Background: an optimization exercise with open tools, aiming at small area, a short achievable clock period and few clock cycles per item. Do not read the settings as production practice.
At most, simulation tests tie the RTL to the original design; equivalence was not proved.
No activity file was given, so power comes from the tool's default toggle rates.

Design ccsds_demux, start of the top module:
module ccsds_demux (
    input  wire        clk,
    input  wire        rst,            
    input  wire [10:0] cfg_frame_len,  
    input  wire [5:0]  cfg_shl,        
    input  wire        cfg_has_ocf,    
    input  wire        cfg_has_fecf,   
    input  wire        in_valid,
    output wire        in_ready,
    input  wire [7:0]  in_data,
    output reg         out_valid,
    input  wire        out_ready,
    output reg  [7:0]  out_data,
    output wire [2:0]  out_vc,
    output reg         out_sop,        
    output reg         out_eop,        
    output reg         out_close,      
    output reg         out_idle        
);
    localparam [1:0] PH_P = 2'd0, PH_S = 2'd1, PH_D = 2'd2, PH_T = 2'd3;
    reg        skid_v;
    reg  [7:0] skid_d;
    assign in_ready = !skid_v;
    wire       avail = skid_v | in_valid;
    wire [7:0] b     = skid_v ? skid_d : in_data;
    reg ocf_r, fecf_r;
    reg  [1:0]  ph;
    reg  [5:0]  hc;       
    reg  [10:0] fc;       
    reg  [10:0] ccnt;     
    reg         fidle, fnost, past;
    reg  [2:0]  cur_vc;   
    reg  [2:0]  new_vc;   
    assign out_vc = cur_vc;
    reg         wcmp, widl;
    reg  [15:0] wr;
    reg  [20:0] rg [0:6];
    wire        is_P = (ph == PH_P);
    wire        is_S = (ph == PH_S);
    wire        is_D = (ph == PH_D);
    wire        is_T = (ph == PH_T);
  ...
Size in the first run: roughly 740 cells after synthesis, roughly 230 flip-flops, roughly 48 I/O pins.
export LEC_CHECK = 0
export CAP_MARGIN = 40
export CORE_MARGIN = 2
export CORE_UTILIZATION = 70
export CTS_CLUSTER_DIAMETER = 80
export CTS_CLUSTER_SIZE = 25
export PLACE_DENSITY = 0.8
export SLEW_MARGIN = 30
export TNS_END_PERCENT = 2
create_clock -name core_clock -period 10.0 [get_ports {clk}]
standard.sh (not shown) runs the stock make flow with config.mk's settings and CLKGATE_MAP_FILE= SYNTH_SCRIPT=/design/flow/synth_recipe.tcl, a recipe that flattens the netlist after the stock synthesis.
==> flow/flow/run.sh <==
#!/bin/bash
# Standard ORFS layout; timing repair aimed at a tighter setup margin and
# port buffers of the smallest buffer cell (resized later by repair).
set -euo pipefail
bash standard.sh SETUP_SLACK_MARGIN=7 "BUFFER_PORTS_ARGS=-buffer_cell sky130_fd_sc_hd__buf_1" finish > flow_make.log 2>&1
The baseline completed without violations.
Testbench counts at the start, summed over its fixed seeds: cycles 197,997, bytes 197,840.
Change:
Settings changed: CAP_MARGIN 40 to 20, CORE_UTILIZATION 70 to 80, PLACE_DENSITY 0.8 to 0.85, SLEW_MARGIN 30 to 20, TNS_END_PERCENT 2 to not set.
Effect:
- routed wire length increases by 60%
- final area came out higher by 1.7%
- setup slack degrades by 0.11 ns
Change:
==> flow/flow/run.sh (replaced) <==
#!/bin/bash
# Standard ORFS layout; timing repair aimed at a tighter setup margin and
# port buffers of the smallest buffer cell (resized later by repair).
set -euo pipefail
bash standard.sh SETUP_SLACK_MARGIN=7.3 "BUFFER_PORTS_ARGS=-buffer_cell sky130_fd_sc_hd__buf_1" finish > flow_make.log 2>&1
Settings changed: CAP_MARGIN 20 to 40, CORE_UTILIZATION 80 to 70, PLACE_DENSITY 0.85 to 0.8, SLEW_MARGIN 20 to 30, TNS_END_PERCENT set to 2.
Effect:
- setup slack gains 0.11 ns
- die area rose by roughly a tenth
- worst hold slack loses 0.0035 ns
Change:
==> flow/flow/run.sh (replaced) <==
#!/bin/bash
# Standard ORFS layout, with timing repair aimed at a tighter setup margin.
set -euo pipefail
bash standard.sh SETUP_SLACK_MARGIN=7 finish > flow_make.log 2>&1
Settings changed: TNS_END_PERCENT 2 to not set.
What happened:
- sequential cell count stays the same
- combinational power came out higher by a few percent
- maximum frequency is about the same

* * *

ccsds_demux, a different RTL version from the one above (not shown whole).
Size: about 770 cells after synthesis, roughly 48 I/O pins, about 8200 um^2 of cells after synthesis.
==> flow/config.mk <==
export PLATFORM = sky130hd
export DESIGN_NAME = ccsds_demux
export DESIGN_NICKNAME = ccsds_demux
export VERILOG_FILES = /design/flow/design.v
export SDC_FILE = /design/flow/constraint.sdc
export NUM_CORES = 4
export LEC_CHECK = 0
export CAP_MARGIN = 40
export CORE_MARGIN = 2
export CORE_UTILIZATION = 40
export SLEW_MARGIN = 30
==> flow/constraint.sdc <==
create_clock -name core_clock -period 10.0 [get_ports {clk}]
set_input_delay 2.0000 -clock core_clock [delete_from_list [all_inputs] [get_ports {clk}]]
set_output_delay 2.0000 -clock core_clock [all_outputs]
set_load 0.01 [all_outputs]
run.sh (not shown) runs the stock make flow with config.mk's settings and CLKGATE_MAP_FILE= SYNTH_SCRIPT=/design/flow/synth_recipe.tcl, a recipe that flattens the netlist after the stock synthesis.
Stock flow here: none of the scripts above is used.
==> next run, changes <==
==> flow/flow/run.sh (new file) <==
#!/bin/bash
# Standard ORFS layout, with timing repair aimed at a tighter setup margin.
set -euo pipefail
bash standard.sh SETUP_SLACK_MARGIN=7 finish > flow_make.log 2>&1
==> flow/standard.sh (new file) <==
#!/bin/bash
# synth_recipe.tcl (not shown) runs the flow's synth.tcl, then flattens the netlist and writes it again
# the make line also repeats each setting of config.mk as NAME=value (left out here)
make -C /OpenROAD-flow-scripts/flow DESIGN_CONFIG=/design/flow/config.mk WORK_HOME=/design/flow/orfs CLKGATE_MAP_FILE= SYNTH_SCRIPT=/design/flow/synth_recipe.tcl "${@:-finish}"
--- a/flow/config.mk
+++ b/flow/config.mk
@@ -9,3 +9,4 @@
 export CORE_MARGIN = 2
 export CORE_UTILIZATION = 40
+export CTS_CLUSTER_SIZE = 50
 export SLEW_MARGIN = 30
removed: flow/run.sh
Wire length climbs by about 3%; utilization is higher by 1.5 points; critical path depth is unchanged; combinational power grows by about 10%; final area increases by 3.2%; fmax rose by about 40%.
==> next run, changes <==
==> flow/run.sh (new file) <==
#!/bin/bash
# synth_recipe.tcl (not shown) runs the flow's synth.tcl, then flattens the netlist and writes it again
# the make line also repeats each setting of config.mk as NAME=value (left out here)
make -C /OpenROAD-flow-scripts/flow DESIGN_CONFIG=/design/flow/config.mk WORK_HOME=/design/flow/orfs CLKGATE_MAP_FILE= SYNTH_SCRIPT=/design/flow/synth_recipe.tcl finish
--- a/flow/config.mk
+++ b/flow/config.mk
@@ -6,7 +6,7 @@
 export NUM_CORES = 4
 export LEC_CHECK = 0
+export ABC_CLOCK_PERIOD_IN_PS = 3000
 export CAP_MARGIN = 40
 export CORE_MARGIN = 2
 export CORE_UTILIZATION = 40
-export CTS_CLUSTER_SIZE = 50
 export SLEW_MARGIN = 30
removed: flow/flow/run.sh
removed: flow/standard.sh
The changed run completed with no timing, DRC or antenna violations. Sequential power barely changes. Fmax went down by about 30%. Utilization went down by 1.5 points. Count of clock-buffer cells in the layout went up by 2.
==> next run, changes <==
==> flow/flow/run.sh (new file) <==
#!/bin/bash
# Standard ORFS layout, with timing repair aimed at a tighter setup margin.
set -euo pipefail
bash standard.sh SETUP_SLACK_MARGIN=7 finish > flow_make.log 2>&1
==> flow/standard.sh (new file) <==
#!/bin/bash
# synth_recipe.tcl (not shown) runs the flow's synth.tcl, then flattens the netlist and writes it again
# the make line also repeats each setting of config.mk as NAME=value (left out here)
make -C /OpenROAD-flow-scripts/flow DESIGN_CONFIG=/design/flow/config.mk WORK_HOME=/design/flow/orfs CLKGATE_MAP_FILE= SYNTH_SCRIPT=/design/flow/synth_recipe.tcl "${@:-finish}"
--- a/flow/config.mk
+++ b/flow/config.mk
@@ -6,7 +6,7 @@
 export NUM_CORES = 4
 export LEC_CHECK = 0
-export ABC_CLOCK_PERIOD_IN_PS = 3000
 export CAP_MARGIN = 40
 export CORE_MARGIN = 2
-export CORE_UTILIZATION = 40
+export CORE_UTILIZATION = 70
+export PLACE_DENSITY = 0.8
 export SLEW_MARGIN = 30
removed: flow/run.sh
Result: The new run went through all stages and came out clean. Total power is lower by 0.36%. Die area went down by 42%. Synthesized cell count stays the same. Worst hold slack barely changes.
Function was not checked in any run of this note: the RTL went through the layout flow alone.

* * *

ccsds_demux, a different RTL version from the one above (not shown whole).
For scale: ~48 I/O pins.
export LEC_CHECK = 0
export CAP_MARGIN = 40
export CORE_MARGIN = 2
export CORE_UTILIZATION = 70
export CTS_CLUSTER_DIAMETER = 80
export CTS_CLUSTER_SIZE = 25
export PLACE_DENSITY = 0.8
export SLEW_MARGIN = 30
export SYNTH_HIERARCHICAL = 1
export SYNTH_MINIMUM_KEEP_SIZE = 0
export TNS_END_PERCENT = 2
create_clock -name core_clock -period 10.0 [get_ports {clk}]
standard.sh (not shown) runs the stock make flow with config.mk's settings and CLKGATE_MAP_FILE= SYNTH_SCRIPT=/design/flow/synth_recipe.tcl, a recipe that flattens the netlist after the stock synthesis.
==> flow/flow/run.sh <==
#!/bin/bash
# Standard ORFS layout; timing repair aimed at a tighter setup margin and
# port buffers of the smallest buffer cell (resized later by repair).
set -euo pipefail
bash standard.sh SETUP_SLACK_MARGIN=7.5 "BUFFER_PORTS_ARGS=-buffer_cell sky130_fd_sc_hd__buf_1" finish > flow_make.log 2>&1
The starting point passed the timing, design-rule and antenna checks.
Testbench counts at the start, summed over its fixed seeds: cycles 197,997, bytes 197,840.
Rerun with:
==> flow/flow/run.sh (replaced) <==
#!/bin/bash
# Standard ORFS layout; timing repair aimed at a tighter setup margin and
# port buffers of the smallest buffer cell (resized later by repair).
set -euo pipefail
bash standard.sh SETUP_SLACK_MARGIN=7 "BUFFER_PORTS_ARGS=-buffer_cell sky130_fd_sc_hd__buf_1" finish > flow_make.log 2>&1
Result: The new run completed with no timing, DRC or antenna violations. Sequential power hardly moves. Worst hold slack gains 0.019 ns. Fmax came out lower by 0.99%. Final area fell by 2.4%. Count of clock-buffer cells in the layout is unchanged.
Rerun with:
==> flow/flow/run.sh (replaced) <==
#!/bin/bash
# Standard ORFS layout; timing repair aimed at a tighter setup margin and
# port buffers of the smallest buffer cell (resized later by repair).
set -euo pipefail
bash standard.sh SETUP_SLACK_MARGIN=7 "BUFFER_PORTS_ARGS=-buffer_cell sky130_fd_sc_hd__buf_2" finish > flow_make.log 2>&1
The new run produced a clean layout.
Cell count is higher by 0.43%.
Worst setup slack is worse by 0.0075 ns.
Fmax hardly moves.
Utilization is higher by 0.87 points.
Global-route usage is lower by 0.42 points.
Total power hardly moves.
Final area is higher by 1.1%.
Area after synthesis does not change.

## port drivers added, routing unchanged
The flow's constraints put no driver on any port. The routed layouts listed below were extracted and timed again, unchanged, in two steps.
Step 1, drivers: a clkbuf_16 drives clk and a buf_2 each remaining input, both assumed.
Step 2 times the ports against the registers' clock, not the clock port: input delays grow and output delays shrink by t, the midpoint of the rising clock arrivals with the driver on.
Slacks: ideal ports / drivers / drivers and shift; pairs: ideal ports / drivers.
run | t, ns | setup slack, ns | hold slack, ns | worst setup path after step 2 | slew at the worst register clock pin (ns)
the first run of note 1 | 0.490 | 6.877 / 6.866 / 6.375 | 0.307 / 0.307 / 0.307 | input to register | 0.10 / 0.10
the second run of note 1 | 0.564 | 6.772 / 6.760 / 6.196 | 0.310 / 0.310 / 0.310 | input to register | 0.11 / 0.11
the third run of note 1 | 0.490 | 6.877 / 6.866 / 6.375 | 0.307 / 0.307 / 0.307 | input to register | 0.10 / 0.10
the fourth run of note 1 | 0.499 | 6.882 / 6.868 / 6.369 | 0.319 / 0.319 / 0.319 | input to register | 0.10 / 0.10
the first run of note 2 | 0.554 | 5.660 / 5.677 / 5.123 | 0.316 / 0.316 / 0.316 | input to register | 0.07 / 0.07
the second run of note 2 | 0.548 | 6.931 / 6.896 / 6.386 | 0.320 / 0.320 / 0.320 | input to register | 0.06 / 0.06
the third run of note 2 | 0.554 | 5.660 / 5.677 / 5.123 | 0.316 / 0.316 / 0.316 | input to register | 0.07 / 0.07
the fourth run of note 2 | 0.542 | 6.862 / 6.851 / 6.309 | 0.318 / 0.318 / 0.318 | input to register | 0.08 / 0.08
the first run of note 3 | 0.494 | 6.997 / 6.998 / 6.521 | 0.308 / 0.308 / 0.308 | input to register | 0.10 / 0.10
the second run of note 3 | 0.498 | 6.968 / 6.927 / 6.508 | 0.327 / 0.327 / 0.327 | input to register | 0.10 / 0.10
the third run of note 3 | 0.500 | 6.960 / 6.925 / 6.481 | 0.320 / 0.320 / 0.320 | input to register | 0.10 / 0.10
After both steps setup and hold are still met in every run listed. The setup slack of the second run of note 1, which loses most, moves by -0.012 ns with the drivers and by -0.576 ns with both steps.
